Optimization exercise on an open flow, not production practice. RTL: at most simulated, not proved equivalent. The clock port is an ideal driver here. Power: default activity.

--- flow/config.mk ---
export PLATFORM = sky130hd
export DESIGN_NAME = lm92_twi
export DESIGN_NICKNAME = lm92_twi
export VERILOG_FILES = /design/flow/design.v
export SDC_FILE = /design/flow/constraint.sdc
export NUM_CORES = 4
export LEC_CHECK = 0
export CAP_MARGIN = 0
export CORE_MARGIN = 2
export CORE_UTILIZATION = 65
export SLEW_MARGIN = 0
--- flow/constraint.sdc ---
create_clock -name core_clock -period 10.0 [get_ports {clk}]
set_input_delay 2.0000 -clock core_clock [delete_from_list [all_inputs] [get_ports {clk}]]
set_output_delay 2.0000 -clock core_clock [all_outputs]
set_load 0.01 [all_outputs]
--- flow/design.v ---
module lm92_twi (
    input  wire        clk,
    input  wire        rst,           
    input  wire        cmd_valid,
    input  wire [31:0] cmd_word,
    input  wire        cfg_valid,
    input  wire [31:0] cfg_wdata,
    output reg         busy,
    output reg         done,
    output reg         ack,
    output reg         bus_init,
    output reg         stop_pending,
    output reg  [2:0]  phase,
    output reg         temp_valid,
    output wire [3:0]  err,
    output wire [3:0]  viol,
    output reg  [7:0]  rxdata,
    output wire [31:0] temp,
    output wire [31:0] cfg,
    output reg         scl_o,
    output reg         sda_o,
    input  wire        scl_i,
    input  wire        sda_i
);
    localparam [2:0] PH_IDLE = 3'd0, PH_ADDR = 3'd1, PH_TX = 3'd2,
                     PH_RX = 3'd3, PH_RXEND = 3'd4;
    localparam [7:0] OP_INIT = 8'h10, OP_START = 8'h11, OP_STOP = 8'h12,
                     OP_SEND = 8'h13, OP_RDACK = 8'h14, OP_RDNACK = 8'h15,
                     OP_TEMP = 8'h40;
    reg [7:0] cfg_div, cfg_sreg, cfg_tmo;
    reg [6:0] cfg_saddr;
    assign cfg = {cfg_tmo, cfg_sreg, 1'b0, cfg_saddr, cfg_div};
    reg [15:0] temp_raw;
    assign temp = {3'b000, temp_raw[15:3], temp_raw};
    reg [1:0] err_q;           
    assign err = {2'b00, err_q};
    reg [2:0] viol_q;          
    assign viol = {1'b0, viol_q};
    reg [7:0] div_active;
    reg [3:0] job;
    wire j_temp  = job[3];
    wire j_start = (job[2:0] == 3'b000) || (job[2:0] == 3'b011);
    wire j_tx    = (job[2:0] == 3'b001) || (job[2:0] == 3'b010) || (job[2:0] == 3'b100);
    wire j_rx    = (job[2:0] == 3'b101) || (job[2:0] == 3'b110);
    wire j_mack  = (job[2:0] == 3'b101);
    wire j_init  = (job[2:0] == 3'b111);
    wire j_last  = (job[2:0] == 3'b110);
    wire [7:0] opc = cmd_word[31:24];
    reg legal;
    always @(*) begin
        case (opc)
            OP_INIT, OP_START, OP_STOP, OP_RDACK, OP_RDNACK, OP_TEMP:
                legal = (cmd_word[23:0] == 24'd0);
            OP_SEND:
                legal = (cmd_word[23:8] == 16'd0);
            default:
                legal = 1'b0;
        endcase
    end
    reg seq_ok;
    always @(*) begin
        case (opc)
            OP_INIT, OP_TEMP: seq_ok = (phase == PH_IDLE);
            OP_START:         seq_ok = (phase != PH_RX);
            OP_STOP:          seq_ok = (phase == PH_ADDR) || (phase == PH_TX) || (phase == PH_RXEND);
            OP_SEND:          seq_ok = (phase == PH_ADDR) || (phase == PH_TX);
            default:          seq_ok = (phase == PH_RX);    
        endcase
    end
    reg [3:0] acc_job;
    reg [2:0] acc_phase;
    reg       acc_done;
    always @(*) begin
        acc_job = 4'b0111; acc_phase = PH_IDLE; acc_done = 1'b0;
        case (opc)
            OP_START:  begin acc_job = 4'b0000; acc_phase = PH_ADDR; acc_done = 1'b1; end
            OP_SEND:   begin acc_job = 4'b0001; acc_done = 1'b1;
                             acc_phase = (phase == PH_ADDR && cmd_word[0]) ? PH_RX : PH_TX; end
            OP_RDACK:  begin acc_job = 4'b0101; acc_phase = PH_RX; acc_done = 1'b1; end
            OP_RDNACK: begin acc_job = 4'b0110; acc_phase = PH_RXEND; acc_done = 1'b1; end
            OP_TEMP:   acc_job = 4'b1000;
            default: ;
        endcase
    end
    localparam [3:0] E_IDLE   = 4'd0,
                     E_ISSUE  = 4'd1,
                     E_GO     = 4'd2,     
                     E_P1     = 4'd3,     
                     E_RISE   = 4'd4,     
                     E_HIGH   = 4'd5,     
                     E_P4     = 4'd6,     
                     E_P5     = 4'd7,     
                     E_FALL   = 4'd8,     
                     E_DONE   = 4'd9,     
                     E_TMO    = 4'd10,    
                     E_FINISH = 4'd11;
    reg [3:0] st;
    reg [8:0] hcnt;            
    reg [7:0] thi;             
    reg [3:0] bitn;            
    reg [7:0] shreg;           
    wire       hlast = (hcnt == 9'h1F9);
    wire [8:0] hload = {1'b0, div_active};
    wire [8:0] thi_inc = {1'b0, thi} + 9'd1;
    always @(posedge clk) begin
        if ((st == E_IDLE || st == E_FINISH) && stop_pending ||
            st == E_GO ||
            st == E_RISE && scl_i ||
            (st == E_HIGH || st == E_P4) && hlast ||
            st == E_FALL)
            hcnt <= hload;
        else if (st == E_RISE && !busy)
            hcnt <= 9'h1F8;
        else
            hcnt <= hcnt - 9'd1;
    end
    always @(posedge clk) begin
        if (rst) begin
            busy <= 1'b0; done <= 1'b0; ack <= 1'b0; bus_init <= 1'b0;
            stop_pending <= 1'b0; phase <= PH_IDLE; temp_valid <= 1'b0;
            err_q <= 2'd0; viol_q <= 3'd0; rxdata <= 8'd0; temp_raw <= 16'd0;
            cfg_div <= 8'h20; cfg_saddr <= 7'h48; cfg_sreg <= 8'h00; cfg_tmo <= 8'h00;
            scl_o <= 1'b1; sda_o <= 1'b1;
            st <= E_IDLE;
        end else begin
            if (cfg_valid) begin
                if (busy) begin
                    if (viol_q == 3'd0) viol_q <= 3'd1;
                end else begin
                    cfg_div   <= cfg_wdata[7:0];
                    cfg_saddr <= cfg_wdata[14:8];
                    cfg_sreg  <= cfg_wdata[23:16];
                    cfg_tmo   <= cfg_wdata[31:24];
                end
            end else if (cmd_valid) begin
                if (busy) begin
                    if (viol_q == 3'd0) viol_q <= 3'd1;
                end else if (!legal) begin
                    if (viol_q == 3'd0) viol_q <= 3'd2;
                end else if (opc != OP_INIT && !bus_init) begin
                    if (viol_q == 3'd0) viol_q <= 3'd4;
                end else if (!seq_ok) begin
                    if (viol_q == 3'd0) viol_q <= 3'd5;
                end else begin
                    done  <= acc_done;
                    phase <= acc_phase;
                    err_q <= 2'd0;
                    if (opc == OP_STOP) stop_pending <= 1'b1;
                    else begin
                        busy <= 1'b1;
                        job  <= acc_job;
                    end
                end
            end
            if (!busy) shreg <= cmd_word[7:0];
            case (st)
                E_IDLE, E_FINISH: begin
                    if (st == E_FINISH) busy <= 1'b0;
                    if (stop_pending) begin
                        sda_o <= 1'b0;
                        st    <= E_P1;
                    end else if (st == E_FINISH) begin
                        st <= E_IDLE;
                    end else if (busy) begin
                        if (j_init && !j_temp) begin
                            div_active <= cfg_div;
                            bus_init   <= 1'b1;
                            st         <= E_FINISH;
                        end else begin
                            st <= E_ISSUE;
                        end
                    end
                end
                E_ISSUE: begin
                    if (j_temp) shreg <= job[1] ? cfg_sreg : {cfg_saddr, job[2]};
                    st <= E_GO;
                end
                E_GO: begin
                    bitn  <= 4'd0;
                    sda_o <= j_tx ? shreg[7] : 1'b1;
                    st    <= E_P1;
                end
                E_P1: begin
                    if (hlast) begin
                        scl_o <= 1'b1;
                        thi   <= 8'd0;
                        st    <= E_RISE;
                    end
                end
                E_RISE: begin
                    if (scl_i) begin
                        st   <= E_HIGH;
                    end else if (busy) begin
                        if (hcnt[7:0] == 8'hF9) begin
                            if (thi_inc == {1'b0, cfg_tmo}) begin
                                sda_o <= 1'b1;
                                st    <= E_TMO;
                            end
                            thi <= thi_inc[7:0];
                        end
                    end
                end
                E_HIGH: begin
                    if (hlast) begin
                        if (stop_pending || j_start) begin
                            sda_o <= stop_pending;
                            st    <= E_P4;
                        end else begin
                            if (bitn[3]) begin
                                if (j_tx) begin
                                    ack      <= ~sda_i;
                                    err_q[0] <= err_q[0] | sda_i;
                                end
                            end else begin
                                shreg <= {shreg[6:0], sda_i};
                            end
                            scl_o <= 1'b0;
                            st    <= E_FALL;
                        end
                    end
                end
                E_P4: begin
                    if (hlast) begin
                        if (stop_pending) begin
                            stop_pending <= 1'b0;
                            st           <= E_IDLE;
                        end else begin
                            scl_o <= 1'b0;
                            st    <= E_P5;
                        end
                    end
                end
                E_P5: begin
                    if (hlast) st <= E_DONE;
                end
                E_FALL: begin
                    if (bitn[3]) begin
                        st <= E_DONE;
                    end else begin
                        bitn <= bitn + 4'd1;
                        if (bitn[2:0] == 3'd7)
                            sda_o <= j_rx ? ~j_mack : 1'b1;
                        else
                            sda_o <= j_tx ? shreg[7] : 1'b1;
                        st <= E_P1;
                    end
                end
                E_DONE: begin
                    if (j_rx) rxdata <= shreg;
                    if (j_temp && j_last) begin
                        temp_raw     <= {rxdata, shreg};
                        temp_valid   <= ~err_q[0];
                        stop_pending <= 1'b1;
                        st           <= E_FINISH;
                    end else if (j_temp) begin
                        job[2:0] <= job[2:0] + 3'd1;
                        st       <= E_ISSUE;
                    end else begin
                        st <= E_FINISH;
                    end
                end
                E_TMO: begin
                    busy         <= 1'b0;
                    bus_init     <= 1'b0;
                    phase        <= PH_IDLE;
                    stop_pending <= 1'b0;
                    done         <= 1'b0;
                    if (j_temp) temp_valid <= 1'b0;
                    err_q        <= 2'b10;
                    st           <= E_IDLE;
                end
                default: st <= E_IDLE;
            endcase
        end
    end
endmodule
--- flow/flow/run.sh ---
#!/bin/bash
# Own layout flow: the standard flow (standard.sh) with these changes.
#  1. Synthesis maps the logic with an area-oriented ABC script (flow/area.abc).
#     It runs ORFS's synth.tcl unchanged up to that ABC call, so the flip-flops
#     (mapped before ABC) are the standard synthesis's, with the same names.
#  2. Every input and output port gets a sky130_fd_sc_hd__buf_1 port buffer.
#  3. The clock tree uses clkbuf_4 buffers and no dummy loads; afterwards
#     flow/post_cts.tcl upsizes the root and the weakest leaf buffers.
#  4. One tie cell drives all the constant outputs (no tie fanout repair).
# Each tool's output goes to the ORFS logs under orfs/logs; make's own output
# goes to flow.log here.
set -euo pipefail
W=$PWD

# ORFS's synth.tcl with the ABC script replaced
sed 's#^\([[:space:]]*\)log_cmd abc {\*}\$abc_args#\1lset abc_args 1 '"$W"'/flow/area.abc\n&#' \
    "$FLOW_HOME/scripts/synth.tcl" > "$W/own_synth_body.tcl"
grep -q "flow/area.abc" "$W/own_synth_body.tcl"
# The standard flow's synthesis wrapper, sourcing that copy
sed 's#source \$::env(SCRIPTS_DIR)/synth.tcl#source '"$W"'/own_synth_body.tcl#' \
    "$W/synth_recipe.tcl" > "$W/own_synth.tcl"
grep -q "own_synth_body" "$W/own_synth.tcl"

CTS="-sink_clustering_enable -repair_clock_nets -dont_use_dummy_load"
CTS="$CTS -buf_list sky130_fd_sc_hd__clkbuf_4 -sink_clustering_size 30 -sink_clustering_max_diameter 100"

bash "$W/standard.sh" \
    "SYNTH_SCRIPT=$W/own_synth.tcl" \
    "BUFFER_PORTS_ARGS=-buffer_cell sky130_fd_sc_hd__buf_1" \
    "CTS_ARGS=$CTS" \
    "POST_CTS_TCL=$W/flow/post_cts.tcl" \
    SKIP_REPAIR_TIE_FANOUT=1 \
    finish > "$W/flow.log" 2>&1
--- flow/flow/area.abc ---
strash
balance
rewrite
refactor
balance
rewrite
rewrite -z
balance
refactor -z
rewrite -z
balance
dc2
ifraig
dc2
dch -f
amap
strash
dch -f
amap
--- flow/flow/post_cts.tcl ---
# After TritonCTS (POST_CTS_TCL): the H-tree's leaf buffers drive unequal
# numbers of clock pins. Upsize the root buffer and every buffer whose clock
# pins see a slew over 100 ps (placement estimate) to clkbuf_8, then legalise the placement
# again.
estimate_parasitics -placement
set big [get_lib_cells sky130_fd_sc_hd__clkbuf_8]
set thr 0.100
set changed 0
foreach inst [get_cells clkbuf_*] {
  set name [get_full_name $inst]
  set net [get_nets -of_objects [get_pins $name/X]]
  set mx 0.0
  foreach p [get_pins -of_objects $net -filter "direction==input"] {
    foreach s [list [get_property $p slew_max_rise] [get_property $p slew_max_fall]] {
      if {$s > $mx} { set mx $s }
    }
  }
  if {$name eq "clkbuf_0_clk" || $mx > $thr} {
    puts "post_cts: $name sink slew $mx -> clkbuf_8"
    replace_cell $inst $big
    incr changed
  }
}
if {$changed > 0} {
  detailed_placement
  check_placement -verbose
  estimate_parasitics -placement
}
--- flow/standard.sh ---
#!/bin/bash
# synth_recipe.tcl (not shown) runs the flow's synth.tcl, then flattens the netlist and writes it again
# the make line also repeats each setting of config.mk as NAME=value (left out here)
make -C /OpenROAD-flow-scripts/flow DESIGN_CONFIG=/design/flow/config.mk WORK_HOME=/design/flow/orfs CLKGATE_MAP_FILE= SYNTH_SCRIPT=/design/flow/synth_recipe.tcl "${@:-finish}"
==> out/metrics.yaml, run 1 <==
run_status:
  status: "timing/DRC/antenna clean"
global_route:
  grt_remaining_overflow: 0
  grt_pass1_vias: 4816
  track_usage: 0.322
  grt_use_met3: 0.0798
  top_usage_layer: "met2"
  grt_max_degree: 73
  gr-usage-met1: 0.424
  grt_first_pass_wirelength_um: 22400
  grtUsageMet2: 0.521
  antenna_found_initial: 0
worst_setup_path:
  cp-start-kind: "primary input"
  worstSetupPathType: "primary input to flip-flop"
  required_ns: 10.12
  cp-end-kind: "flip-flop"
  arrival_ns: 5.94
  cp_max_fo: 8
finish:
  multi_input_area_um2: 2330
  layout-drive-gt1-share: 0.0343
  antenna_cells: 0
  seqCellArea_um2: 2640
  syn_to_final_growth_pct: 14.1
  final_area_um2: 6060
  nets: 841
  fill_cells: 540
clock_network:
  insertion_delay_ns: 0.40
  cts_sinks: 116
  clkTransAtPathRegs_ns: 0.08
  cts_tree: "done"
placed_design:
  hpwlAfterDp_um: 10300
  place_area_um2: 5920
  gp_congestion: 0.909
  port_buffers: 152
power_and_ir_drop:
  internal-power_uw: 721
  power.density_nw_per_um2: 177
  power_frac_seq: 0.543
  power_switching_uw: 351
  p_leak_nw: 2.05
  p_clk_frac: 0.223
  vdd_ir_drop_max_mv: 0.136
  combPwrFrac: 0.235
  swShare: 0.327
logic_synthesis:
  synth_cells: 603
  synthesis.nets: 684
  syn_avg_cell_area_um2: 8.81
  ys_ff_latch: 116
  ys_seq_area_frac: 0.497
  synth_cell_types: 38
  yosys_warnings: 1
  netlist_area_um2: 5320
sta:
  tightest_slew_ns: 1.04
  rsz0062_at_grt: "false"
  setup_tns_ns: 0
  setup_viol: 0
  hold_ws_ns: 0.465
  slew_violations: 0
  hold_viol: 0
  min_period_over_period: 0.582
  slew_headroom: 0.300
  max_freq_mhz: 172
  finClkSkew_ns: 0.0285
  fin_crit_ns: 5.82
floorplan:
  die_h_um: 94.4
  dieArea_um2: 8920
  core_um2: 7810
  initial_core_util: 0.681
  fp-row-count: 32
  io_pins: 161
  die_w_um: 94.4
detailed_routing:
  ant_nets: 0
  vias: 5322
  routed_wl_um: 14200
  viasPerCell: 6.19
  wl_per_cell_um: 16.6
  remaining_drc_errors: 0
  first_pass_iters: 5
  drtIter0Drc: 410
flow_run:
  cap_violations: 0
worst_hold_path:
  min_path_type: "flip-flop to flip-flop"
==> flip-flops by register name, summed over array words and instances, names as in the netlist, 3 cells and up <==
register / flops
cfg_saddr: 7
job: 4
cfg_div: 8
div_active: 8
shreg: 8
cfg_tmo: 8
bitn: 4
cfg_sreg: 8
rxdata: 8
thi: 8
temp_raw: 16
viol_q: 3
phase: 3
st: 4
hcnt: 9
==> metal layers <==
metal,vias to the layer above,part of all wire
li1,2518,-
met1,2458,0.42
met2,315,0.47
met3,31,0.095
met4,0,0.017
met5,-,0
==> critical path, stage by stage <==
cell	delay [ns]
buf_1	0.09
nor3_1	0.21
nand2_1	0.13
nor3_1	0.59
clkinv_1	0.18
o21ai_0	0.22
or3_1	0.13
a31oi_1	0.07
or4_1	0.44
or3_1	0.36
nor3_1	0.37
clkinv_1	0.37
nor2_1	0.24
clkinv_1	0.19
nor2_1	0.15
a21oi_1	0.06
nor2_1	0.10
a21oi_1	0.05
==> through the flow <==
stage	utilization	std cells	setup WS [ns]	total power, mW
final	0.777	860	4.18	1.07
after global routing	0.777	860	3.61	1.13
after detailed placement	0.758	843	3.85	0.836
after global placement	0.758	843	3.98	0.823
after floorplan	-	603	4.65	0.754
==> synth_stat cells <==
library cell,n,share of area
dfxtp_1,84,0.32
o32a_1,1,0.0019
o211ai_1,2,0.0028
nor3_1,32,0.030
nor4_1,13,0.015
or3_1,6,0.0071
a311oi_1,2,0.0033
o221ai_1,1,0.0016
o21ai_0,34,0.032
a221oi_1,4,0.0066
or2_0,4,0.0047
or4_1,2,0.0028
a21oi_1,32,0.030
a21o_1,1,0.0014
a31oi_1,6,0.0071
a2111o_1,1,0.0021
a2111oi_0,2,0.0033
edfxtp_1,32,0.18
o221a_1,9,0.019
nand3_1,5,0.0047
nor2b_1,4,0.0047
nand4_1,5,0.0059
nand2_1,25,0.018
clkinv_1,53,0.037
conb_1,1,0.00071
a211oi_1,5,0.0071
a22oi_1,29,0.041
nor2_1,119,0.084
o2bb2ai_1,1,0.0016
and2_0,2,0.0024
xor2_1,1,0.0016
and3_1,2,0.0024
ha_1,11,0.026
o22ai_1,42,0.049
o22a_1,5,0.0082
buf_4,20,0.028
o21a_1,2,0.0028
a221o_1,3,0.0056
==> logic make-up after synthesis <==
family,Yosys count,share of synthesized area
xor+xnor,1,0.00165
fa+ha+maj,11,0.0259
compound gates,182,0.227
simple gates,219,0.182
other cells,1,0.000706
buf+inv,73,0.0657
flops,116,0.497
==> area by class of cell <==
cell class | instances | share of cell area
Tap cell | 102 | 0.0210
Sequential cell | 116 | 0.436
Clock buffer | 17 | 0.0241
Timing Repair Buffer | 158 | 0.102
Multi-Input combinational cell | 414 | 0.384
Inverter | 53 | 0.0328
==> power groups by stage <==
stage	registers, mW	clock network (mW)	logic [mW]
finish	0.582	0.239	0.252
global route	0.587	0.257	0.282
detailed placement	0.590	0	0.246
global placement	0.586	0	0.237
floorplan	0.581	0	0.173
==> cell usage in the layout, fill, tap and decap left out, types with 29 or more instances in the layout <==
| cell | Yosys | layout |
|---|---|---|
| buf_1 | 0 | 151 |
| a21oi_1 | 32 | 32 |
| o22ai_1 | 42 | 42 |
| a22oi_1 | 29 | 29 |
| edfxtp_1 | 32 | 32 |
| dfxtp_1 | 84 | 84 |
| nor3_1 | 32 | 31 |
| clkinv_1 | 53 | 53 |
| nor2_1 | 119 | 118 |
| o21ai_0 | 34 | 34 |
==> final timing paths <==
path	start	cells after the start	end	slack, ns
setup reg to reg	hcnt[4]	14	st[1]	6.51
hold / removal	cfg_div[1]	0	div_active[1]	0.47
hold reg to reg	cfg_div[1]	0	div_active[1]	0.47
setup / recovery	cmd_word[29]	18	job[0]	4.18
==> run 2: changes to the inputs <==
--- a/flow/design.v
+++ b/flow/design.v
@@ -97,8 +97,9 @@
     reg [3:0] st;
     reg [8:0] hcnt;            
     reg [7:0] thi;             
-    reg [3:0] bitn;            
-    reg [7:0] shreg;           
+    reg       ackf;            
+    reg [8:0] shreg;
+    wire      sh8 = shreg[8] && (j_rx || shreg[7:0] == 8'd0);    
     wire       hlast = (hcnt == 9'h1F9);
     wire [8:0] hload = {1'b0, div_active};
     wire [8:0] thi_inc = {1'b0, thi} + 9'd1;
@@ -152,7 +153,7 @@
                     end
                 end
             end
-            if (!busy) shreg <= cmd_word[7:0];
+            if (!busy) shreg <= {cmd_word[7:0], 1'b1};
             case (st)
                 E_IDLE, E_FINISH: begin
                     if (st == E_FINISH) busy <= 1'b0;
@@ -172,12 +173,12 @@
                     end
                 end
                 E_ISSUE: begin
-                    if (j_temp) shreg <= job[1] ? cfg_sreg : {cfg_saddr, job[2]};
+                    if (j_temp) shreg <= {j_rx ? 8'h00 : job[1] ? cfg_sreg : {cfg_saddr, job[2]}, 1'b1};
                     st <= E_GO;
                 end
                 E_GO: begin
-                    bitn  <= 4'd0;
-                    sda_o <= j_tx ? shreg[7] : 1'b1;
+                    ackf  <= 1'b0;
+                    sda_o <= j_tx ? shreg[8] : 1'b1;
                     st    <= E_P1;
                 end
                 E_P1: begin
@@ -206,13 +207,13 @@
                             sda_o <= stop_pending;
                             st    <= E_P4;
                         end else begin
-                            if (bitn[3]) begin
+                            if (sh8) begin
                                 if (j_tx) begin
                                     ack      <= ~sda_i;
                                     err_q[0] <= err_q[0] | sda_i;
                                 end
                             end else begin
-                                shreg <= {shreg[6:0], sda_i};
+                                shreg <= {shreg[7:0], sda_i & j_rx};
                             end
                             scl_o <= 1'b0;
                             st    <= E_FALL;
@@ -234,21 +235,21 @@
                     if (hlast) st <= E_DONE;
                 end
                 E_FALL: begin
-                    if (bitn[3]) begin
+                    if (ackf) begin
                         st <= E_DONE;
                     end else begin
-                        bitn <= bitn + 4'd1;
-                        if (bitn[2:0] == 3'd7)
-                            sda_o <= j_rx ? ~j_mack : 1'b1;
+                        if (sh8) ackf <= 1'b1;
+                        if (j_tx)
+                            sda_o <= shreg[8];
                         else
-                            sda_o <= j_tx ? shreg[7] : 1'b1;
+                            sda_o <= ~(sh8 && j_mack);
                         st <= E_P1;
                     end
                 end
                 E_DONE: begin
-                    if (j_rx) rxdata <= shreg;
+                    if (j_rx) rxdata <= shreg[7:0];
                     if (j_temp && j_last) begin
-                        temp_raw     <= {rxdata, shreg};
+                        temp_raw     <= {rxdata, shreg[7:0]};
                         temp_valid   <= ~err_q[0];
                         stop_pending <= 1'b1;
                         st           <= E_FINISH;
==> out/metrics.yaml, run 2 <==
detailed_routing:
  ant_nets: 0  # unchanged
  vias: 5290  # -0.60%
  viasPerCell: 6.14  # -0.72%
  first_pass_iters: 5  # unchanged
  routed_wl_um: 13500  # -5.0%
  remaining_drc_errors: 0  # unchanged
  wl_per_cell_um: 15.7  # -5.1%
  drtIter0Drc: 452  # +10%
global_route:
  grt_first_pass_wirelength_um: 21400  # -4.6%
  grt_max_degree: 73  # unchanged
  track_usage: 0.306  # -0.0162
  antenna_found_initial: 0  # unchanged
  grt_pass1_vias: 4686  # -2.7%
  grt_remaining_overflow: 0  # unchanged
clock_network:
  cts_tree: "done"
  clkTransAtPathRegs_ns: 0.09  # about the same
  insertion_delay_ns: 0.40  # about the same
  cts_sinks: 114  # -1.7%
floorplan:
  core_um2: 7810  # unchanged
  initial_core_util: 0.677  # -0.00353
  die_w_um: 94.2  # -0.25%
  fp-row-count: 32  # unchanged
  io_pins: 161  # unchanged
  die_h_um: 94.2  # -0.25%
  dieArea_um2: 8870  # -0.50%
logic_synthesis:
  ys_ff_latch: 114  # -1.7%
  syn_avg_cell_area_um2: 8.71  # -1.2%
  synth_cells: 607  # +0.66%
  synth_most_common_cell: "nor2_1"
  synth_edf_count: 30  # -6.3%
  synthArstFlopShare: 0  # unchanged
  yosys.area.top_type: "dfxtp_1"
  synth_common_cells: "nor2_1, dfxtp_1, clkinv_1"
  synth_top_area_frac: 0.318  # +0.00165
  ys_seq_area_frac: 0.488  # -0.00877
  synth_area_leaders: "dfxtp_1, edfxtp_1, nor2_1"
  netlist_area_um2: 5290  # -0.52%
  synthesis.nets: 686  # +0.29%
  synth_cell_types: 43  # +13%
  yosys_warnings: 1  # unchanged
  synth_ff_type: "dfxtp_1"
finish:
  layout-drive-gt1-share: 0.0303  # -0.00400
  final_common_cell: "buf_1"
  most-common-layout-cells: "buf_1, nor2_1, dfxtp_1, clkinv_1, o22ai_1"
  nets: 840  # -0.12%
  fill_cells: 602  # +11%
  syn_to_final_growth_pct: 13.7
  top_regs: "temp_raw x16, hcnt x9, shreg x9"
  regMostFlops: "temp_raw"
  antenna_cells: 0  # unchanged
  largest_reg_flops: 16  # unchanged
  final_util: 0.770  # -0.00625
  final_area_um2: 6010  # -0.80%
placed_design:
  gp_congestion: 0.938  # +3.2%
  port_buffers: 152  # unchanged
  place_area_um2: 5870  # -0.82%
  hpwlAfterDp_um: 9940  # -3.2%
  dpl_worst_slack_ns: 4.05  # +0.201 ns
sta:
  fin_crit_ns: 5.69  # -0.129 ns
  slew_violations: 0  # unchanged
  setup_viol: 0  # unchanged
  final.setup.worst_slack_ns: 4.31  # +0.129 ns
  finClkSkew_ns: 0.0285  # +0.0000207 ns
  hold_viol: 0  # unchanged
  slew_headroom: 0.221  # -0.0791
  max_freq_mhz: 176  # +2.3%
  rsz0062_at_grt: "false"
  min_period_over_period: 0.569  # -0.0129
  tightest_slew_ns: 1.16  # +0.118 ns
  setup_tns_ns: 0  # unchanged
worst_hold_path:
  min_path_type: "flip-flop to flip-flop"
power_and_ir_drop:
  internal-power_uw: 708  # -1.8%
  power_frac_seq: 0.540  # -0.003
  combPwrFrac: 0.238  # +0.003
  total_power_mw: 1.05  # -2.2%
  power_switching_uw: 340  # -3.1%
  swShare: 0.324  # -0.00302
  p_leak_nw: 2.03  # -0.85%
  p_clk_frac: 0.222  # about the same
  vdd_ir_drop_max_mv: 0.130  # -4.4%
  power.density_nw_per_um2: 174  # -1.4%
flow_run:
  cap_violations: 0  # unchanged
run_status:
  status: "timing/DRC/antenna clean"
worst_setup_path:
  required_ns: 10.10  # -0.02 ns
  cp-start-kind: "primary input"
  worst-r2r-setup-slack_ns: 5.57  # -0.94 ns
  arrival_ns: 5.79  # -0.15 ns
  cp-end-kind: "flip-flop"
  cp_max_fo: 11  # +3
  worstSetupPathType: "primary input to flip-flop"
## run 2: worst max-delay path, stage by stage
cell and delay, ns:
buf_1 0.09, or4_1 0.55, nor4_1 0.51, nor2_1 0.12, o21ai_0 0.14, nor3_1 0.12
nor3_1 0.24, o21ai_0 0.17, o21bai_1 0.20, a211oi_1 0.40, nand4_1 0.47, nor2_1 0.33
clkinv_1 0.17, a211oi_1 0.26, a21oi_1 0.06
## run 2: power groups by stage
stage	combinational, mW	sequential (mW)	clock, mW
finish	0.249	0.566	0.233
global route	0.280	0.572	0.256
detailed placement	0.246	0.574	0
global placement	0.236	0.573	0
floorplan	0.174	0.569	0
## run 2: routing by layer
metal | routed length, µm | part of all wire | vias up | track usage
met4 | 194 | 0.014 | 0 | 0.0870
met3 | 1180 | 0.087 | 26 | 0.0666
met1 | 5700 | 0.42 | 2437 | 0.397
met5 | 0 | 0 | - | 0
met2 | 6450 | 0.48 | 313 | 0.514
li1 | - | - | 2514 | -
## run 2: worst paths after layout
kind,startpoint,to,cells after the start
hold / removal,cfg_div[0],div_active[0],0
setup / recovery,cmd_word[26],job[2],15
setup reg to reg,thi[0],st[0],14
hold reg to reg,cfg_div[0],div_active[0],0
## run 2: logic make-up (layout without fill, tap and decap cells)
group	count (synthesis)	after routing	share of synthesized area
flops	114	114	0.488
xor+xnor	2	2	0.00331
simple gates	218	218	0.185
compound gates	178	178	0.227
other cells	1	1	0.000709
fa+ha+maj	9	9	0.0213
buf+inv	85	237	0.0745
## run 2: metrics by stage
step	cells	hold WS (ns)
finish	861	0.442
global route	861	0.473
detailed placement	844	0.446
global placement	844	0.436
floorplan	607	0.451
## run 2: layout make-up
type                            count  area [µm²]  share of cell area
Clock buffer                       17         146              0.0243
Inverter                           65         244              0.0406
Multi-Input combinational cell    408        2320               0.386
Sequential cell                   114        2580               0.429
Tap cell                          102         128              0.0212
Timing Repair Buffer              155         594              0.0988
==> run 3: changes to the inputs <==
--- a/flow/flow/run.sh
+++ b/flow/flow/run.sh
@@ -1,12 +1,15 @@
 #!/bin/bash
 # Own layout flow: the standard flow (standard.sh) with these changes.
-#  1. Synthesis maps the logic with an area-oriented ABC script (flow/area.abc).
-#     It runs ORFS's synth.tcl unchanged up to that ABC call, so the flip-flops
-#     (mapped before ABC) are the standard synthesis's, with the same names.
+#  1. Synthesis maps the logic with an area-oriented ABC script (flow/area.abc),
+#     and leaves adders to ABC as plain logic (no ADDER_MAP_FILE half/full
+#     adder cells). It runs ORFS's synth.tcl unchanged apart from that, so the
+#     flip-flops (mapped before ABC) are the standard synthesis's, with the
+#     same names and cell types.
 #  2. Every input and output port gets a sky130_fd_sc_hd__buf_1 port buffer.
 #  3. The clock tree uses clkbuf_4 buffers and no dummy loads; afterwards
 #     flow/post_cts.tcl upsizes the root and the weakest leaf buffers.
 #  4. One tie cell drives all the constant outputs (no tie fanout repair).
+#  5. Repairs may resize a cell to one of another footprint.
 # Each tool's output goes to the ORFS logs under orfs/logs; make's own output
 # goes to flow.log here.
 set -euo pipefail
@@ -26,8 +29,10 @@
 
 bash "$W/standard.sh" \
     "SYNTH_SCRIPT=$W/own_synth.tcl" \
+    ADDER_MAP_FILE= \
     "BUFFER_PORTS_ARGS=-buffer_cell sky130_fd_sc_hd__buf_1" \
     "CTS_ARGS=$CTS" \
     "POST_CTS_TCL=$W/flow/post_cts.tcl" \
     SKIP_REPAIR_TIE_FANOUT=1 \
+    MATCH_CELL_FOOTPRINT=0 \
     finish > "$W/flow.log" 2>&1
==> flow/flow/area.abc (replaced) <==
strash
dc2
ifraig
balance -l
resub -K 6 -l
rewrite -l
resub -K 6 -N 2 -l
refactor -l
resub -K 8 -l
balance -l
resub -K 8 -N 2 -l
rewrite -l
resub -K 10 -l
rewrite -z -l
resub -K 10 -N 2 -l
balance -l
resub -K 12 -l
refactor -z -l
resub -K 12 -N 2 -l
rewrite -z -l
balance -l
dch -f
amap
strash
dch -f
amap
==> out/metrics.yaml, run 3 <==
run_status:
  status: "timing/DRC/antenna clean"
logic_synthesis:
  synth_common_cells: "nor2_1, dfxtp_1, clkinv_1"
  syn_avg_cell_area_um2: 8.58  # -1.5%
  synth_top_area_frac: 0.332  # +0.0141
  synth_cell_types: 40  # -7.0%
  synth_ff_type: "dfxtp_1"
  synth_edf_count: 30  # unchanged
  synth_most_common_cell: "nor2_1"
  synth_cells: 590  # -2.8%
  yosys_warnings: 1  # unchanged
  synthArstFlopShare: 0  # unchanged
  ys_seq_area_frac: 0.510  # +0.0217
  synthesis.nets: 660  # -3.8%
  synth_area_leaders: "dfxtp_1, edfxtp_1, nor2_1"
  netlist_area_um2: 5060  # -4.3%
  yosys.area.top_type: "dfxtp_1"
  ys_ff_latch: 114  # unchanged
placed_design:
  port_buffers: 152  # unchanged
  hpwlAfterDp_um: 9850  # -0.91%
  gp_congestion: 0.992  # +5.8%
finish:
  multi_input_area_um2: 2120  # -8.8%
  final_common_cell: "buf_1"
  final_util: 0.756  # -0.0145
  fill_cells: 584  # -3.0%
  nets: 814  # -3.1%
  largest_reg_flops: 16  # unchanged
  antenna_cells: 0  # unchanged
  most-common-layout-cells: "buf_1, nor2_1, dfxtp_1, clkinv_1, o22ai_1"
  layout-drive-gt1-share: 0.0283  # -0.00200
  syn_to_final_growth_pct: 14.2
  regMostFlops: "temp_raw"
  top_regs: "temp_raw x16, hcnt x9, shreg x9"
  seqCellArea_um2: 2580  # unchanged
floorplan:
  initial_core_util: 0.662  # -0.0153
  io_pins: 161  # unchanged
  die_h_um: 92.3  # -2.1%
  die_w_um: 92.3  # -2.1%
  fp-row-count: 32  # unchanged
  core_um2: 7650  # -2.1%
  dieArea_um2: 8510  # -4.1%
detailed_routing:
  viasPerCell: 6.06  # -1.4%
  drtIter0Drc: 342  # -24%
  remaining_drc_errors: 0  # unchanged
  routed_wl_um: 13500  # +0.13%
  ant_nets: 0  # unchanged
  first_pass_iters: 5  # unchanged
  wl_per_cell_um: 16.0  # +2.1%
  vias: 5115  # -3.3%
worst_setup_path:
  cp_max_fo: 10  # -1
  worstSetupPathType: "primary input to flip-flop"
  cp-start-kind: "primary input"
  arrival_ns: 4.96  # -0.83 ns
  cp-end-kind: "flip-flop"
  required_ns: 10.14  # +0.04 ns
power_and_ir_drop:
  power.density_nw_per_um2: 173  # -0.50%
  p_leak_nw: 1.98  # -2.8%
  vdd_ir_drop_max_mv: 0.118  # -9.4%
clock_network:
  insertion_delay_ns: 0.41  # about the same
  cts_sinks: 114  # unchanged
  clkTransAtPathRegs_ns: 0.08  # about the same
  cts_tree: "done"
sta:
  max_freq_mhz: 207  # +18%
  fin_crit_ns: 4.82  # -0.868 ns
  min_period_over_period: 0.482  # -0.0868
  slew_headroom: 0.228  # +0.00690
  setup_tns_ns: 0  # unchanged
  tightest_slew_ns: 1.15  # -0.0103 ns
  setup_viol: 0  # unchanged
  rsz0062_at_grt: "false"
  slew_violations: 0  # unchanged
  finClkSkew_ns: 0.0367  # +0.00817 ns
  hold_viol: 0  # unchanged
global_route:
  top_usage_layer: "met2"
  grt_use_met3: 0.0781  # +0.0114
  grt_pass1_vias: 4685  # -0.021%
  gr-usage-met1: 0.379  # -0.0181
  grtUsageMet2: 0.547  # +0.0329
  grt_first_pass_wirelength_um: 21200  # -1.0%
  grt_max_degree: 59  # -19%
  grt_remaining_overflow: 0  # unchanged
  antenna_found_initial: 0  # unchanged
  track_usage: 0.315  # +0.00953
worst_hold_path:
  min_path_type: "flip-flop to flip-flop"
flow_run:
  cap_violations: 0  # unchanged
-- run 3: cell count changes in the layout (fill, tap and decap cells not counted), moves of 7 or more --
cell and change:
nand2_1 +21, a22oi_1 -16, o221ai_1 +17, nor2_1 -10, clkinv_1 -8, ha_1 -9
o21ai_0 +12, o221a_1 -7
-- run 3: routing by layer --
metal,vias up,part of all wire
li1,2462,-
met1,2362,0.41
met2,251,0.50
met3,40,0.070
met4,0,0.023
met5,-,0
-- run 3: stage by stage --
stage	setup WS, ns	cells	hold slack, ns	power [mW]	area (µm²)
3_5_place_dp	4.94	827	0.445	0.776	5630
5_1_grt	4.86	844	0.440	1.05	5780
6_report	5.18	844	0.440	1.00	5780
2_1_floorplan	5.54	590	0.418	0.706	5060
3_3_place_gp	5.01	827	0.436	0.767	5630
-- run 3: where the power goes --
part | switching (mW) | internal [mW]
combinational | 0.145 | 0.0807
sequential | 0.0310 | 0.514
clock | 0.140 | 0.0915
-- run 3: worst paths after layout --
kind | cells past startpoint | start | slack, ns | to
hold / removal | 0 | cfg_div[4] | 0.44 | div_active[4]
hold reg to reg | 0 | cfg_div[4] | 0.44 | div_active[4]
setup / recovery | 13 | cmd_word[26] | 5.18 | job[2]
setup reg to reg | 6 | busy | 6.29 | viol_q[0]
-- run 3: cell families after synthesis --
logic type | Yosys count | share of synthesized area
flip-flops | 114 | 0.510
other | 1 | 0.000741
AO/OA/AOI/OAI | 183 | 0.232
AND/OR/NAND/NOR | 215 | 0.185
buffers and inverters | 77 | 0.0719
-- run 3: area by class of cell --
| cell class | count | share of cell area |
|---|---|---|
| sequential | 114 | 0.447 |
| tap | 102 | 0.0221 |
| inverter | 57 | 0.0370 |
| clock buffer | 17 | 0.0253 |
| timing repair buffer | 155 | 0.103 |
| multi-input combinational | 399 | 0.366 |
-- run 3: worst max-delay path, cell delays in order --
cell      delay, ns
buf_1          0.08
or2_0          0.24
nor2_1         0.08
nor4bb_1       0.64
o311a_1        0.25
o21ai_0        0.13
o21bai_1       0.22
nor2_1         0.18
nand3_1        0.32
nor2_1         0.30
clkinv_1       0.20
nor3_1         0.19
o22ai_1        0.12
==> run 4: changes to the inputs <==
--- a/flow/flow/run.sh
+++ b/flow/flow/run.sh
@@ -9,7 +9,6 @@
 #  3. The clock tree uses clkbuf_4 buffers and no dummy loads; afterwards
 #     flow/post_cts.tcl upsizes the root and the weakest leaf buffers.
 #  4. One tie cell drives all the constant outputs (no tie fanout repair).
-#  5. Repairs may resize a cell to one of another footprint.
 # Each tool's output goes to the ORFS logs under orfs/logs; make's own output
 # goes to flow.log here.
 set -euo pipefail
@@ -34,5 +33,4 @@
     "CTS_ARGS=$CTS" \
     "POST_CTS_TCL=$W/flow/post_cts.tcl" \
     SKIP_REPAIR_TIE_FANOUT=1 \
-    MATCH_CELL_FOOTPRINT=0 \
     finish > "$W/flow.log" 2>&1
--- a/flow/flow/area.abc
+++ b/flow/flow/area.abc
@@ -1,6 +1,24 @@
 strash
 dc2
 ifraig
+balance -l
+resub -K 6 -l
+rewrite -l
+resub -K 6 -N 2 -l
+refactor -l
+resub -K 8 -l
+balance -l
+resub -K 8 -N 2 -l
+rewrite -l
+resub -K 10 -l
+rewrite -z -l
+resub -K 10 -N 2 -l
+balance -l
+resub -K 12 -l
+refactor -z -l
+resub -K 12 -N 2 -l
+rewrite -z -l
+balance -l
 balance -l
 resub -K 6 -l
 rewrite -l
==> out/metrics.yaml, run 4 <==
run_status:
  status: "timing/DRC/antenna clean"
sta:
  finClkSkew_ns: 0.0243  # -0.0124 ns
  max_freq_mhz: 175  # -15%
  min_period_over_period: 0.570  # +0.0875
  slew_headroom: 0.353  # +0.125
  hold_viol: 0  # unchanged
  final.setup.worst_slack_ns: 4.30  # -0.875 ns
  setup_viol: 0  # unchanged
  rsz0062_at_grt: "false"
  tightest_slew_ns: 0.963  # -0.185 ns
  setup_tns_ns: 0  # unchanged
  fin_crit_ns: 5.70  # +0.875 ns
  slew_violations: 0  # unchanged
logic_synthesis:
  syn_avg_cell_area_um2: 8.60  # +0.26%
  synth_edf_count: 30  # unchanged
  synth_ff_type: "dfxtp_1"
  ys_ff_latch: 114  # unchanged
  synthesis.nets: 657  # -0.45%
  synth_top_area_frac: 0.333  # +0.000823
  netlist_area_um2: 5050  # -0.25%
  synth_cell_types: 38  # -5.0%
  ys_seq_area_frac: 0.511  # +0.00126
  synthArstFlopShare: 0  # unchanged
  synth_cells: 587  # -0.51%
  synth_most_common_cell: "nor2_1"
  synth_area_leaders: "dfxtp_1, edfxtp_1, nor2_1"
  yosys.area.top_type: "dfxtp_1"
  yosys_warnings: 1  # unchanged
  synth_common_cells: "nor2_1, dfxtp_1, clkinv_1"
worst_setup_path:
  cp-start-kind: "primary input"
  arrival_ns: 5.94  # +0.98 ns
  worstSetupPathType: "primary input to flip-flop"
  cp_max_fo: 9  # -1
  required_ns: 10.24  # +0.10 ns
  cp-end-kind: "flip-flop"
placed_design:
  place_inst: 825  # -0.24%
  dpl_worst_slack_ns: 4.03  # -0.913 ns
  port_buffers: 152  # unchanged
  hpwlAfterDp_um: 9380  # -4.8%
  gp_congestion: 0.966  # -2.6%
floorplan:
  io_pins: 161  # unchanged
  die_w_um: 92.1  # -0.12%
  initial_core_util: 0.664  # +0.00184
  core_um2: 7610  # -0.52%
  fp-row-count: 32  # unchanged
  dieArea_um2: 8490  # -0.24%
  die_h_um: 92.1  # -0.12%
finish:
  fill_cells: 589  # +0.86%
  final_common_cell: "buf_1"
  final_util: 0.760  # +0.00447
  layout-drive-gt1-share: 0.0311  # +0.00278
  seqCellArea_um2: 2580  # unchanged
  antenna_cells: 0  # unchanged
  stdcell_count: 842  # -0.24%
  regMostFlops: "temp_raw"
  nets: 812  # -0.25%
  most-common-layout-cells: "buf_1, nor2_1, dfxtp_1, clkinv_1, o22ai_1"
  syn_to_final_growth_pct: 14.5
  top_regs: "temp_raw x16, hcnt x9, shreg x9"
  multi_input_area_um2: 2140  # +0.95%
  largest_reg_flops: 16  # unchanged
power_and_ir_drop:
  total_power_mw: 1.06  # +5.6%
  power.density_nw_per_um2: 183  # +5.5%
  p_leak_nw: 1.94  # -1.8%
  vdd_ir_drop_max_mv: 0.125  # +6.3%
global_route:
  grt_remaining_overflow: 0  # unchanged
  grt_max_degree: 71  # +20%
  grt_first_pass_wirelength_um: 21200  # about the same
  track_usage: 0.314  # -0.00107
  grt_pass1_vias: 4599  # -1.8%
  antenna_found_initial: 0  # unchanged
detailed_routing:
  routed_wl_um: 13000  # -4.3%
  ant_nets: 0  # unchanged
  first_pass_iters: 5  # unchanged
  drtIter0Drc: 424  # +24%
  remaining_drc_errors: 0  # unchanged
  viasPerCell: 6.00  # -1.1%
  wl_per_cell_um: 15.4  # -4.0%
  vias: 5048  # -1.3%
clock_network:
  cts_tree: "done"
  cts_sinks: 114  # unchanged
  clkTransAtPathRegs_ns: 0.08  # about the same
  insertion_delay_ns: 0.40  # about the same
worst_hold_path:
  min_path_type: "flip-flop to flip-flop"
flow_run:
  cap_violations: 0  # unchanged
==> run 4: cell count changes in the layout (fill, tap and decap cells not counted), sizes merged, moves of 6 or more <==
cell / delta
a21oi: -18
a22oi: +15
clkinv: -8
nor2: +18
o21ai: -11
o221ai: -9
o22ai: +6
==> run 4: cells by family (layout without fill, tap and decap cells) <==
group | after synthesis | in the layout | synth area share
and+or+nand+nor | 234 | 234 | 0.200
AOI/OAI and AO/OA | 169 | 169 | 0.222
DFF | 114 | 114 | 0.511
buffers and inverters | 69 | 222 | 0.0662
other | 1 | 1 | 0.000743
==> run 4: area by class of cell <==
| class | instances | share of cell area |
|---|---|---|
| sequential | 114 | 0.446 |
| timing repair buffer | 156 | 0.104 |
| tap | 102 | 0.0221 |
| multi-input combinational | 404 | 0.369 |
| inverter | 49 | 0.0318 |
| clock buffer | 17 | 0.0264 |
==> run 4: path summary, 6_finish.rpt <==
kind,cells after the start,startpoint,slack [ns],endpoint
hold / removal,2,div_active[0],0.46,hcnt[0]
hold reg to reg,2,div_active[0],0.46,hcnt[0]
setup reg to reg,9,busy,5.66,st[0]
setup / recovery,14,cmd_word[26],4.30,job[0]
==> run 4: critical path: stages <==
cell and delay, ns:
buf_1 0.09, or2_0 0.23, or3_1 0.38, nor4_1 0.53, nor2_1 0.15, a2111oi_0 0.52
o21ai_0 0.22, nor3_1 0.40, nand4_1 0.42, nor2_1 0.40, clkinv_1 0.23, o22ai_1 0.20
nor2_1 0.06, a21oi_1 0.12
==> run 4: per-stage QoR <==
stage                     hold slack, ns  area [µm²]
after floorplan                    0.418        5050
after global placement             0.425        5630
after detailed placement           0.435        5630
after global routing               0.480        5780
final                              0.455        5780
==> run 4: layer usage <==
metal | routed length [µm] | up-vias | track usage
met5 | 0 | - | 0
met2 | 6000 | 278 | 0.504
met1 | 5590 | 2291 | 0.423
met3 | 1110 | 36 | 0.0592
met4 | 273 | 0 | 0.123
li1 | - | 2443 | -
==> run 4: report_power, final <==
group / leakage (nW) / switching, mW / internal [mW]
logic: 0.884 / 0.163 / 0.0957
registers: 0.968 / 0.0349 / 0.524
clock network: 0.0886 / 0.145 / 0.0959
==> run 5: changes to the inputs <==
==> flow/flow/area.abc (replaced) <==
strash
dc2
ifraig
balance -l
resub -K 6 -l
rewrite -l
resub -K 6 -N 2 -l
refactor -l
resub -K 8 -l
balance -l
resub -K 8 -N 2 -l
rewrite -l
resub -K 10 -l
rewrite -z -l
resub -K 10 -N 2 -l
balance -l
resub -K 12 -l
refactor -z -l
resub -K 12 -N 2 -l
rewrite -z -l
balance -l
dch -f
amap
strash
dch -f
amap
==> out/metrics.yaml, run 5 <==
placed_design:
  port_buffers: 152  # unchanged
  gp_congestion: 0.992  # +2.7%
  hpwlAfterDp_um: 9850  # +5.0%
  dpl_worst_slack_ns: 4.94  # +0.913 ns
finish:
  most-common-layout-cells: "buf_1, nor2_1, dfxtp_1, clkinv_1, o22ai_1"
  top_regs: "temp_raw x16, hcnt x9, shreg x9"
  layout-drive-gt1-share: 0.0283  # -0.00278
  final_common_cell: "buf_1"
  largest_reg_flops: 16  # unchanged
  regMostFlops: "temp_raw"
  syn_to_final_growth_pct: 14.2
  fill_cells: 584  # -0.85%
  nets: 814  # +0.25%
  antenna_cells: 0  # unchanged
worst_setup_path:
  cp_max_fo: 10  # +1
  critPathMaxStageDelay_ns: 0.64  # +0.11 ns
  r2r_cells: 6  # -3
  path_delay_family: "simple AND/OR/NAND/NOR gates"
  worstSetupPathType: "primary input to flip-flop"
  worst-r2r-setup-slack_ns: 6.29  # +0.63 ns
  r2r_start: "busy"
  slowest_stage: "nor4bb_1"
  cp_cell_sequence: "buf_1 -> or2_0 -> nor2_1 -> nor4bb_1 -> o311a_1 -> o21ai_0 -> o21bai_1 -> nor2_1 -> nand3_1 -> nor2_1 -> clkinv_1 -> nor3_1 -> o22ai_1"
  crit_top_cell: "nor2_1"
  required_ns: 10.14  # -0.10 ns
  arrival_ns: 4.96  # -0.98 ns
  cp-end-kind: "flip-flop"
  rr_endpoint: "viol_q[0]"
  cp.buffers_inverters: 2  # unchanged
  cp-start-kind: "primary input"
  startpoint: "cmd_word[26]"
floorplan:
  die_h_um: 92.3  # +0.12%
  fp-row-count: 32  # unchanged
  core_um2: 7650  # +0.53%
  initial_core_util: 0.662  # -0.00184
  dieArea_um2: 8510  # +0.24%
  io_pins: 161  # unchanged
  die_w_um: 92.3  # +0.12%
sta:
  setup_viol: 0  # unchanged
  min_period_over_period: 0.482  # -0.0875
  fin_crit_ns: 4.82  # -0.875 ns
  max_freq_mhz: 207  # +18%
  slew_headroom: 0.228  # -0.125
  hold_viol: 0  # unchanged
  finClkSkew_ns: 0.0367  # +0.0124 ns
  rsz0062_at_grt: "false"
  final.setup.worst_slack_ns: 5.18  # +0.875 ns
  setup_tns_ns: 0  # unchanged
  slew_violations: 0  # unchanged
  tightest_slew_ns: 1.15  # +0.185 ns
power_and_ir_drop:
  p_leak_nw: 1.98  # +1.9%
  p_clk_frac: 0.231  # +0.004
  vdd_ir_drop_max_mv: 0.118  # -5.9%
  power.density_nw_per_um2: 173  # -5.2%
  internal-power_uw: 687  # -4.1%
  swShare: 0.315  # -0.00856
  combPwrFrac: 0.225  # -0.020
  power_switching_uw: 316  # -7.8%
  power_frac_seq: 0.544  # +0.016
logic_synthesis:
  syn_avg_cell_area_um2: 8.58  # -0.26%
  synth_area_leaders: "dfxtp_1, edfxtp_1, nor2_1"
  synthArstFlopShare: 0  # unchanged
  ys_ff_latch: 114  # unchanged
  ys_seq_area_frac: 0.510  # -0.00126
  synth_top_area_frac: 0.332  # -0.000823
  synthesis.nets: 660  # +0.46%
  yosys.area.top_type: "dfxtp_1"
  synth_ff_type: "dfxtp_1"
  synth_cells: 590  # +0.51%
  yosys_warnings: 1  # unchanged
  synth_edf_count: 30  # unchanged
  synth_most_common_cell: "nor2_1"
  netlist_area_um2: 5060  # +0.25%
  synth_cell_types: 40  # +5.3%
  synth_common_cells: "nor2_1, dfxtp_1, clkinv_1"
global_route:
  grt_pass1_vias: 4685  # +1.9%
  antenna_found_initial: 0  # unchanged
  grt_remaining_overflow: 0  # unchanged
  grt_first_pass_wirelength_um: 21200  # about the same
  track_usage: 0.315  # +0.00107
  grt_max_degree: 59  # -17%
detailed_routing:
  ant_nets: 0  # unchanged
  wl_per_cell_um: 16.0  # +4.2%
  routed_wl_um: 13500  # +4.4%
  vias: 5115  # +1.3%
  drtIter0Drc: 342  # -19%
  viasPerCell: 6.06  # +1.1%
  remaining_drc_errors: 0  # unchanged
  first_pass_iters: 5  # unchanged
worst_hold_path:
  hold_path_end: "div_active[4]"
  hold_path_depth: 0  # -2
  min_path_type: "flip-flop to flip-flop"
  hold_path.startpoint: "cfg_div[4]"
flow_run:
  cap_violations: 0  # unchanged
clock_network:
  clkTransAtPathRegs_ns: 0.08  # about the same
  cts_tree: "done"
  cts_sinks: 114  # unchanged
  insertion_delay_ns: 0.41  # about the same
run_status:
  status: "timing/DRC/antenna clean"
run 5: changes by cell type in the layout (fill, tap and decap cells not counted), sizes merged, moves of 6 or more:
| cell | before | now |
|---|---|---|
| a21oi | 21 | 39 |
| nor2 | 131 | 113 |
| a22oi | 23 | 8 |
| o21ai | 30 | 41 |
| o221ai | 9 | 18 |
| clkinv | 49 | 57 |
| o22ai | 48 | 42 |
run 5: layout make-up:
type                    count  area (µm²)  area share
multi-input cells         399        2120       0.366
repair buffers            155         594       0.103
inverters                  57         214      0.0370
flip-flops and latches    114        2580       0.447
clock buffers              17         146      0.0253
well taps                 102         128      0.0221
run 5: worst max path at each step:
stage / slack, ns / to / cells past startpoint
floorplan: 5.54 / job[2] / 16
global placement: 5.01 / job[2] / 13
detailed placement: 4.94 / job[2] / 13
global route: 4.86 / job[0] / 18
finish: 5.18 / job[2] / 13
run 5: logic make-up (layout without fill, tap and decap cells):
| kind of cell | Yosys count | after routing | share of synthesized area |
|---|---|---|---|
| flops | 114 | 114 | 0.510 |
| compound gates | 183 | 183 | 0.232 |
| other cells | 1 | 1 | 0.000741 |
| buf+inv | 77 | 229 | 0.0719 |
| simple gates | 215 | 215 | 0.185 |
run 5: power by group through the flow:
stage / Combinational (mW) / Clock, mW / Sequential (mW)
floorplan: 0.153 / 0 / 0.552
global placement: 0.213 / 0 / 0.553
detailed placement: 0.221 / 0 / 0.555
global route: 0.251 / 0.252 / 0.549
finish: 0.225 / 0.232 / 0.545
run 5: per-stage QoR:
| step | util | cells | instance area [µm²] | hold WS, ns | total power [mW] |
|---|---|---|---|---|---|
| after global placement | 0.737 | 827 | 5630 | 0.436 | 0.767 |
| final | 0.756 | 844 | 5780 | 0.440 | 1.00 |
| after detailed placement | 0.737 | 827 | 5630 | 0.445 | 0.776 |
| after floorplan | - | 590 | 5060 | 0.418 | 0.706 |
| after global routing | 0.756 | 844 | 5780 | 0.440 | 1.05 |
run 5: routing by layer:
metal  up-vias  GRT usage  wire, µm
li1       2462          -         -
met1      2362      0.379      5530
met2       251      0.547      6750
met3        40     0.0781       950
met4         0      0.117       317
met5         -          0         0
==> run 6: changes to the inputs <==
--- a/flow/flow/run.sh
+++ b/flow/flow/run.sh
@@ -6,8 +6,9 @@
 #     flip-flops (mapped before ABC) are the standard synthesis's, with the
 #     same names and cell types.
 #  2. Every input and output port gets a sky130_fd_sc_hd__buf_1 port buffer.
-#  3. The clock tree uses clkbuf_4 buffers and no dummy loads; afterwards
-#     flow/post_cts.tcl upsizes the root and the weakest leaf buffers.
+#  3. The clock tree uses clkbuf_2 buffers and no dummy loads; afterwards
+#     flow/post_cts.tcl upsizes the root and every leaf buffer whose clock
+#     pins see too slow a slew.
 #  4. One tie cell drives all the constant outputs (no tie fanout repair).
 # Each tool's output goes to the ORFS logs under orfs/logs; make's own output
 # goes to flow.log here.
@@ -24,7 +25,7 @@
 grep -q "own_synth_body" "$W/own_synth.tcl"
 
 CTS="-sink_clustering_enable -repair_clock_nets -dont_use_dummy_load"
-CTS="$CTS -buf_list sky130_fd_sc_hd__clkbuf_4 -sink_clustering_size 30 -sink_clustering_max_diameter 100"
+CTS="$CTS -buf_list sky130_fd_sc_hd__clkbuf_2 -sink_clustering_size 30 -sink_clustering_max_diameter 100"
 
 bash "$W/standard.sh" \
     "SYNTH_SCRIPT=$W/own_synth.tcl" \
==> flow/flow/post_cts.tcl (replaced) <==
# After TritonCTS (POST_CTS_TCL): the H-tree's leaf buffers drive unequal
# numbers of clock pins. Upsize the root buffer to clkbuf_8, then step up
# every buffer whose clock pins see a slew over 100 ps (placement estimate)
# through clkbuf_4 and clkbuf_8 until it does not, then legalise the
# placement again.
set sizes {sky130_fd_sc_hd__clkbuf_2 sky130_fd_sc_hd__clkbuf_4 sky130_fd_sc_hd__clkbuf_8}
set thr 0.100
proc post_cts_sink_slew {name} {
  set net [get_nets -of_objects [get_pins $name/X]]
  set mx 0.0
  foreach p [get_pins -of_objects $net -filter "direction==input"] {
    foreach s [list [get_property $p slew_max_rise] [get_property $p slew_max_fall]] {
      if {$s > $mx} { set mx $s }
    }
  }
  return $mx
}
estimate_parasitics -placement
set changed 0
foreach inst [get_cells clkbuf_*] {
  set name [get_full_name $inst]
  if {$name eq "clkbuf_0_clk"} {
    replace_cell $inst [get_lib_cells sky130_fd_sc_hd__clkbuf_8]
    incr changed
  }
}
foreach inst [get_cells clkbuf_*] {
  set name [get_full_name $inst]
  while {[post_cts_sink_slew $name] > $thr} {
    set cur [get_property [get_lib_cells -of_objects $inst] name]
    set i [lsearch $sizes $cur]
    if {$i < 0 || $i == [llength $sizes] - 1} { break }
    puts "post_cts: $name sink slew [post_cts_sink_slew $name] -> [lindex $sizes [expr {$i + 1}]]"
    replace_cell $inst [get_lib_cells [lindex $sizes [expr {$i + 1}]]]
    incr changed
  }
}
if {$changed > 0} {
  detailed_placement
  check_placement -verbose
  estimate_parasitics -placement
}
--- a/flow/config.mk
+++ b/flow/config.mk
@@ -7,5 +7,5 @@
 export LEC_CHECK = 0
 export CAP_MARGIN = 0
 export CORE_MARGIN = 2
-export CORE_UTILIZATION = 65
+export CORE_UTILIZATION = 60
 export SLEW_MARGIN = 0
==> out/metrics.yaml, run 6 <==
finish:
  fill_cells: 711  # +22%
  final_area_um2: 5770  # -0.17%
  regMostFlops: "temp_raw"
  stdcell_count: 847  # +0.36%
  syn_to_final_growth_pct: 14.0
  antenna_cells: 0  # unchanged
  most-common-layout-cells: "buf_1, nor2_1, dfxtp_1, clkinv_1, o22ai_1"
  top_regs: "temp_raw x16, hcnt x9, shreg x9"
  final_common_cell: "buf_1"
  nets: 814  # unchanged
  largest_reg_flops: 16  # unchanged
  layout-drive-gt1-share: 0.0283  # unchanged
  final_util: 0.702  # -0.0536
detailed_routing:
  routed_wl_um: 13500  # -0.63%
  wl_per_cell_um: 15.9  # -0.98%
  drtIter0Drc: 286  # -16%
  remaining_drc_errors: 0  # unchanged
  vias: 5011  # -2.0%
  viasPerCell: 5.92  # -2.4%
  ant_nets: 0  # unchanged
  first_pass_iters: 5  # unchanged
logic_synthesis:
  synth_cell_types: 40  # unchanged
  netlist_area_um2: 5060  # unchanged
  ys_ff_latch: 114  # unchanged
  synth_edf_count: 30  # unchanged
  synth_top_area_frac: 0.332  # unchanged
  synthesis.nets: 660  # unchanged
  yosys_warnings: 1  # unchanged
  synth_ff_type: "dfxtp_1"
  synth_cells: 590  # unchanged
  ys_seq_area_frac: 0.510  # unchanged
  synth_common_cells: "nor2_1, dfxtp_1, clkinv_1"
  yosys.area.top_type: "dfxtp_1"
  synth_most_common_cell: "nor2_1"
  synth_area_leaders: "dfxtp_1, edfxtp_1, nor2_1"
  synthArstFlopShare: 0  # unchanged
  syn_avg_cell_area_um2: 8.58  # unchanged
floorplan:
  fp-row-count: 33  # +3.1%
  io_pins: 161  # unchanged
  die_w_um: 95.9  # +3.9%
  die_h_um: 95.9  # +3.9%
  initial_core_util: 0.616  # -0.0459
  core_um2: 8220  # +7.4%
  dieArea_um2: 9190  # +8.0%
worst_setup_path:
  worstSetupPathType: "primary input to flip-flop"
  startpoint: "cmd_word[29]"
  r2r_start: "thi[0]"
  crit_end: "job[2]"
  cp-start-kind: "primary input"
  cp-end-kind: "flip-flop"
  arrival_ns: 4.90  # -0.06 ns
  cp_max_fo: 10  # unchanged
  rr_endpoint: "st[0]"
  worst-r2r-setup-slack_ns: 6.27  # -0.02 ns
  required_ns: 10.13  # about the same
  r2r_cells: 18  # +12
sta:
  tightest_slew_ns: 1.18  # +0.0269 ns
  finClkSkew_ns: 0.0423  # +0.00568 ns
  final.setup.worst_slack_ns: 5.23  # +0.0538 ns
  max_freq_mhz: 210  # +1.1%
  slew_headroom: 0.210  # -0.0181
  min_period_over_period: 0.477  # -0.00538
  hold_viol: 0  # unchanged
  slew_violations: 0  # unchanged
  setup_tns_ns: 0  # unchanged
  rsz0062_at_grt: "false"
  hold_ws_ns: 0.439  # -0.000352 ns
  fin_crit_ns: 4.77  # -0.0538 ns
  setup_viol: 0  # unchanged
flow_run:
  cap_violations: 0  # unchanged
global_route:
  grt_max_degree: 59  # unchanged
  grtUsageMet2: 0.495  # -0.0518
  antenna_found_initial: 0  # unchanged
  gr-usage-met1: 0.360  # -0.0190
  track_usage: 0.290  # -0.0254
  grt_remaining_overflow: 0  # unchanged
  top_usage_layer: "met2"
  grt_use_met3: 0.0619  # -0.0162
  grt_first_pass_wirelength_um: 20700  # -2.5%
  grt_pass1_vias: 4592  # -2.0%
power_and_ir_drop:
  vdd_ir_drop_max_mv: 0.102  # -14%
  p_leak_nw: 1.97  # -0.20%
  total_power_uw: 992  # -1.1%
  power.density_nw_per_um2: 172  # -0.92%
clock_network:
  cts_tree: "done"
  cts_sinks: 114  # unchanged
  clkTransAtPathRegs_ns: 0.09  # about the same
  insertion_delay_ns: 0.40  # about the same
placed_design:
  port_buffers: 152  # unchanged
  gp_congestion: 0.928  # -6.5%
  place_inst: 830  # +0.36%
  hpwlAfterDp_um: 9670  # -1.9%
  dpl_worst_slack_ns: 4.95  # +0.00833 ns
  place_area_um2: 5640  # about the same
run_status:
  status: "timing/DRC/antenna clean"
worst_hold_path:
  min_path_type: "flip-flop to flip-flop"
[run 6: cell counts after synthesis]
No cell type changed its count.
[run 6: worst min-delay path by stage]
stage	start	end	slack (ns)	depth (start not counted)
after global placement	cfg_div[4]	div_active[4]	0.43	0
after global routing	cfg_div[2]	div_active[2]	0.47	0
after detailed placement	cfg_div[2]	div_active[2]	0.44	0
final	cfg_div[4]	div_active[4]	0.44	0
after floorplan	div_active[0]	hcnt[0]	0.42	2
[run 6: cell families after synthesis]
logic type | Yosys count | share of synthesized area
AO/OA/AOI/OAI | 183 | 0.232
buffers and inverters | 77 | 0.0719
other | 1 | 0.000741
flip-flops | 114 | 0.510
AND/OR/NAND/NOR | 215 | 0.185
[run 6: per-layer routing]
metal  vias to the layer above  part of all wire
met1                      2337              0.42
met4                         0             0.020
met2                       199              0.50
li1                       2451                 -
met5                         -                 0
met3                        24             0.064
[run 6: final cells by class]
cell class                 instances  area [µm²]  area share
inverter                          57         214      0.0371
multi-input combinational        399        2120       0.367
tap                              105         131      0.0228
clock buffer                      17         133      0.0230
timing repair buffer             155         594       0.103
sequential                       114        2580       0.448
[run 6: critical path, stage by stage]
cell and delay (ns):
buf_1 0.07, or2_0 0.23, nor2_1 0.09, nand2_1 0.07
nor2_1 0.27, clkinv_1 0.14, nor2_1 0.14, clkinv_1 0.14
nor2_1 0.10, o21ai_0 0.14, o21bai_1 0.21, nor2_1 0.15
nand3_1 0.32, nor2_1 0.29, clkinv_1 0.18, nor3_1 0.24
o22ai_1 0.13
[run 6: power by group]
part | switching, mW | total, mW | leakage (nW) | internal (mW)
logic | 0.142 | 0.223 | 0.919 | 0.0807
registers | 0.0310 | 0.545 | 0.971 | 0.514
clock network | 0.142 | 0.224 | 0.0820 | 0.0817
==> run 7: changes to the inputs <==
--- a/flow/config.mk
+++ b/flow/config.mk
@@ -7,5 +7,5 @@
 export LEC_CHECK = 0
 export CAP_MARGIN = 0
 export CORE_MARGIN = 2
-export CORE_UTILIZATION = 60
+export CORE_UTILIZATION = 70
 export SLEW_MARGIN = 0
==> out/metrics.yaml, run 7 <==
finish:
  largest_reg_flops: 16  # unchanged
  nets: 814  # unchanged
  syn_to_final_growth_pct: 13.9  # about the same
  regMostFlops: "temp_raw"
  layout-drive-gt1-share: 0.0283  # unchanged
  fill_cells: 519  # -27%
  most-common-layout-cells: "buf_1, nor2_1, dfxtp_1, clkinv_1, o22ai_1"
  top_regs: "temp_raw x16, hcnt x9, shreg x9"
  multi_input_area_um2: 2120  # unchanged
  seqCellArea_um2: 2580  # unchanged
  final_common_cell: "buf_1"
  final_util: 0.808  # +0.106
  antenna_cells: 0  # unchanged
clock_network:
  insertion_delay_ns: 0.41  # about the same
  clkTransAtPathRegs_ns: 0.08  # about the same
  cts_sinks: 114  # unchanged
  cts_tree: "done"
logic_synthesis:
  synth_common_cells: "nor2_1, dfxtp_1, clkinv_1"
  synth_top_area_frac: 0.332  # unchanged
  synth_ff_type: "dfxtp_1"
  syn_avg_cell_area_um2: 8.58  # unchanged
  synth_cells: 590  # unchanged
  synth_most_common_cell: "nor2_1"
  netlist_area_um2: 5060  # unchanged
  synthesis.nets: 660  # unchanged
  ys_seq_area_frac: 0.510  # unchanged
  ys_ff_latch: 114  # unchanged
  synth_edf_count: 30  # unchanged
  synthArstFlopShare: 0  # unchanged
  yosys_warnings: 1  # unchanged
  synth_area_leaders: "dfxtp_1, edfxtp_1, nor2_1"
  synth_cell_types: 40  # unchanged
  yosys.area.top_type: "dfxtp_1"
global_route:
  grt_remaining_overflow: 0  # unchanged
  grt_pass1_vias: 4751  # +3.5%
  grt_first_pass_wirelength_um: 20800  # +0.60%
  antenna_found_initial: 0  # unchanged
  track_usage: 0.341  # +0.0514
  grt_max_degree: 59  # unchanged
detailed_routing:
  wl_per_cell_um: 16.4  # +3.3%
  routed_wl_um: 13800  # +2.6%
  vias: 5148  # +2.7%
  ant_nets: 0  # unchanged
  drtIter0Drc: 320  # +12%
  viasPerCell: 6.12  # +3.5%
  remaining_drc_errors: 0  # unchanged
  first_pass_iters: 5  # unchanged
worst_setup_path:
  cp.buffers_inverters: 2  # -2
  cp-end-kind: "flip-flop"
  slowest_stage: "nor4bb_1"
  cp_cell_sequence: "buf_1 -> or2_0 -> nor2_1 -> nor4bb_1 -> o311a_1 -> o21ai_0 -> o21bai_1 -> nor2_1 -> nand3_1 -> nor2_1 -> clkinv_1 -> nor3_1 -> o22ai_1"
  required_ns: 10.15  # +0.02 ns
  cp-start-kind: "primary input"
  critPathMaxStageDelay_ns: 0.58  # +0.26 ns
  arrival_ns: 4.81  # -0.09 ns
  r2r_start: "hcnt[0]"
  path_delay_family: "simple AND/OR/NAND/NOR gates"
  worstSetupPathType: "primary input to flip-flop"
  cp_max_fo: 10  # unchanged
  startpoint: "cmd_word[26]"
  crit_top_cell: "nor2_1"
worst_hold_path:
  hold_path.startpoint: "cfg_div[4]"
  min_path_type: "flip-flop to flip-flop"
floorplan:
  die_h_um: 89.0  # -7.1%
  dieArea_um2: 7930  # -14%
  fp-row-count: 31  # -6.1%
  io_pins: 161  # unchanged
  core_um2: 7140  # -13%
  die_w_um: 89.0  # -7.1%
  initial_core_util: 0.709  # +0.0932
sta:
  fin_crit_ns: 4.66  # -0.108 ns
  hold_viol: 0  # unchanged
  slew_headroom: 0.239  # +0.0284
  finClkSkew_ns: 0.0512  # +0.00887 ns
  setup_viol: 0  # unchanged
  max_freq_mhz: 215  # +2.3%
  slew_violations: 0  # unchanged
  min_period_over_period: 0.466  # -0.0108
  rsz0062_at_grt: "false"
  final.setup.worst_slack_ns: 5.34  # +0.108 ns
  setup_tns_ns: 0  # unchanged
  tightest_slew_ns: 1.14  # -0.0363 ns
flow_run:
  cap_violations: 0  # unchanged
power_and_ir_drop:
  power.density_nw_per_um2: 173  # +0.51%
  vdd_ir_drop_max_mv: 0.100  # -1.7%
  p_leak_nw: 1.97  # about the same
  total_power_uw: 996  # +0.42%
run_status:
  status: "timing/DRC/antenna clean"
placed_design:
  port_buffers: 152  # unchanged
  hpwlAfterDp_um: 9960  # +3.0%
  dpl_worst_slack_ns: 4.96  # +0.00556 ns
  gp_congestion: 0.936  # +0.96%
-- run 7: final timing paths --
path,end,slack (ns),cells past startpoint
max,job[2],5.34,13
min,div_active[4],0.44,0
max reg2reg,st[0],6.20,15
min reg2reg,div_active[4],0.44,0
-- run 7: report_power, final --
group,internal [mW],switching [mW],total [mW]
registers,0.514,0.0310,0.545
logic,0.0808,0.145,0.226
clock network,0.0835,0.141,0.225
-- run 7: per-stage QoR --
step / hold WS, ns / instances / cell area (µm²)
global placement: 0.437 / 824 / 5630
floorplan: 0.418 / 590 / 5060
global route: 0.456 / 841 / 5770
detailed placement: 0.450 / 824 / 5630
finish: 0.437 / 841 / 5770
-- run 7: kinds of logic after synthesis --
logic type             after synthesis  share of synthesized area
AO/OA/AOI/OAI                      183                      0.232
buffers and inverters               77                     0.0719
flip-flops                         114                      0.510
other                                1                   0.000741
AND/OR/NAND/NOR                    215                      0.185
-- run 7: per-layer routing --
layer	share of wire	track usage
met5	0	0
met4	0.025	0.152
met3	0.068	0.0849
met2	0.51	0.596
met1	0.39	0.396
-- run 7: area by class of cell --
| class | instances | share of cell area |
|---|---|---|
| Clock buffer | 17 | 0.0234 |
| Inverter | 57 | 0.0371 |
| Multi-Input combinational cell | 399 | 0.367 |
| Sequential cell | 114 | 0.448 |
| Tap cell | 99 | 0.0215 |
| Timing Repair Buffer | 155 | 0.103 |
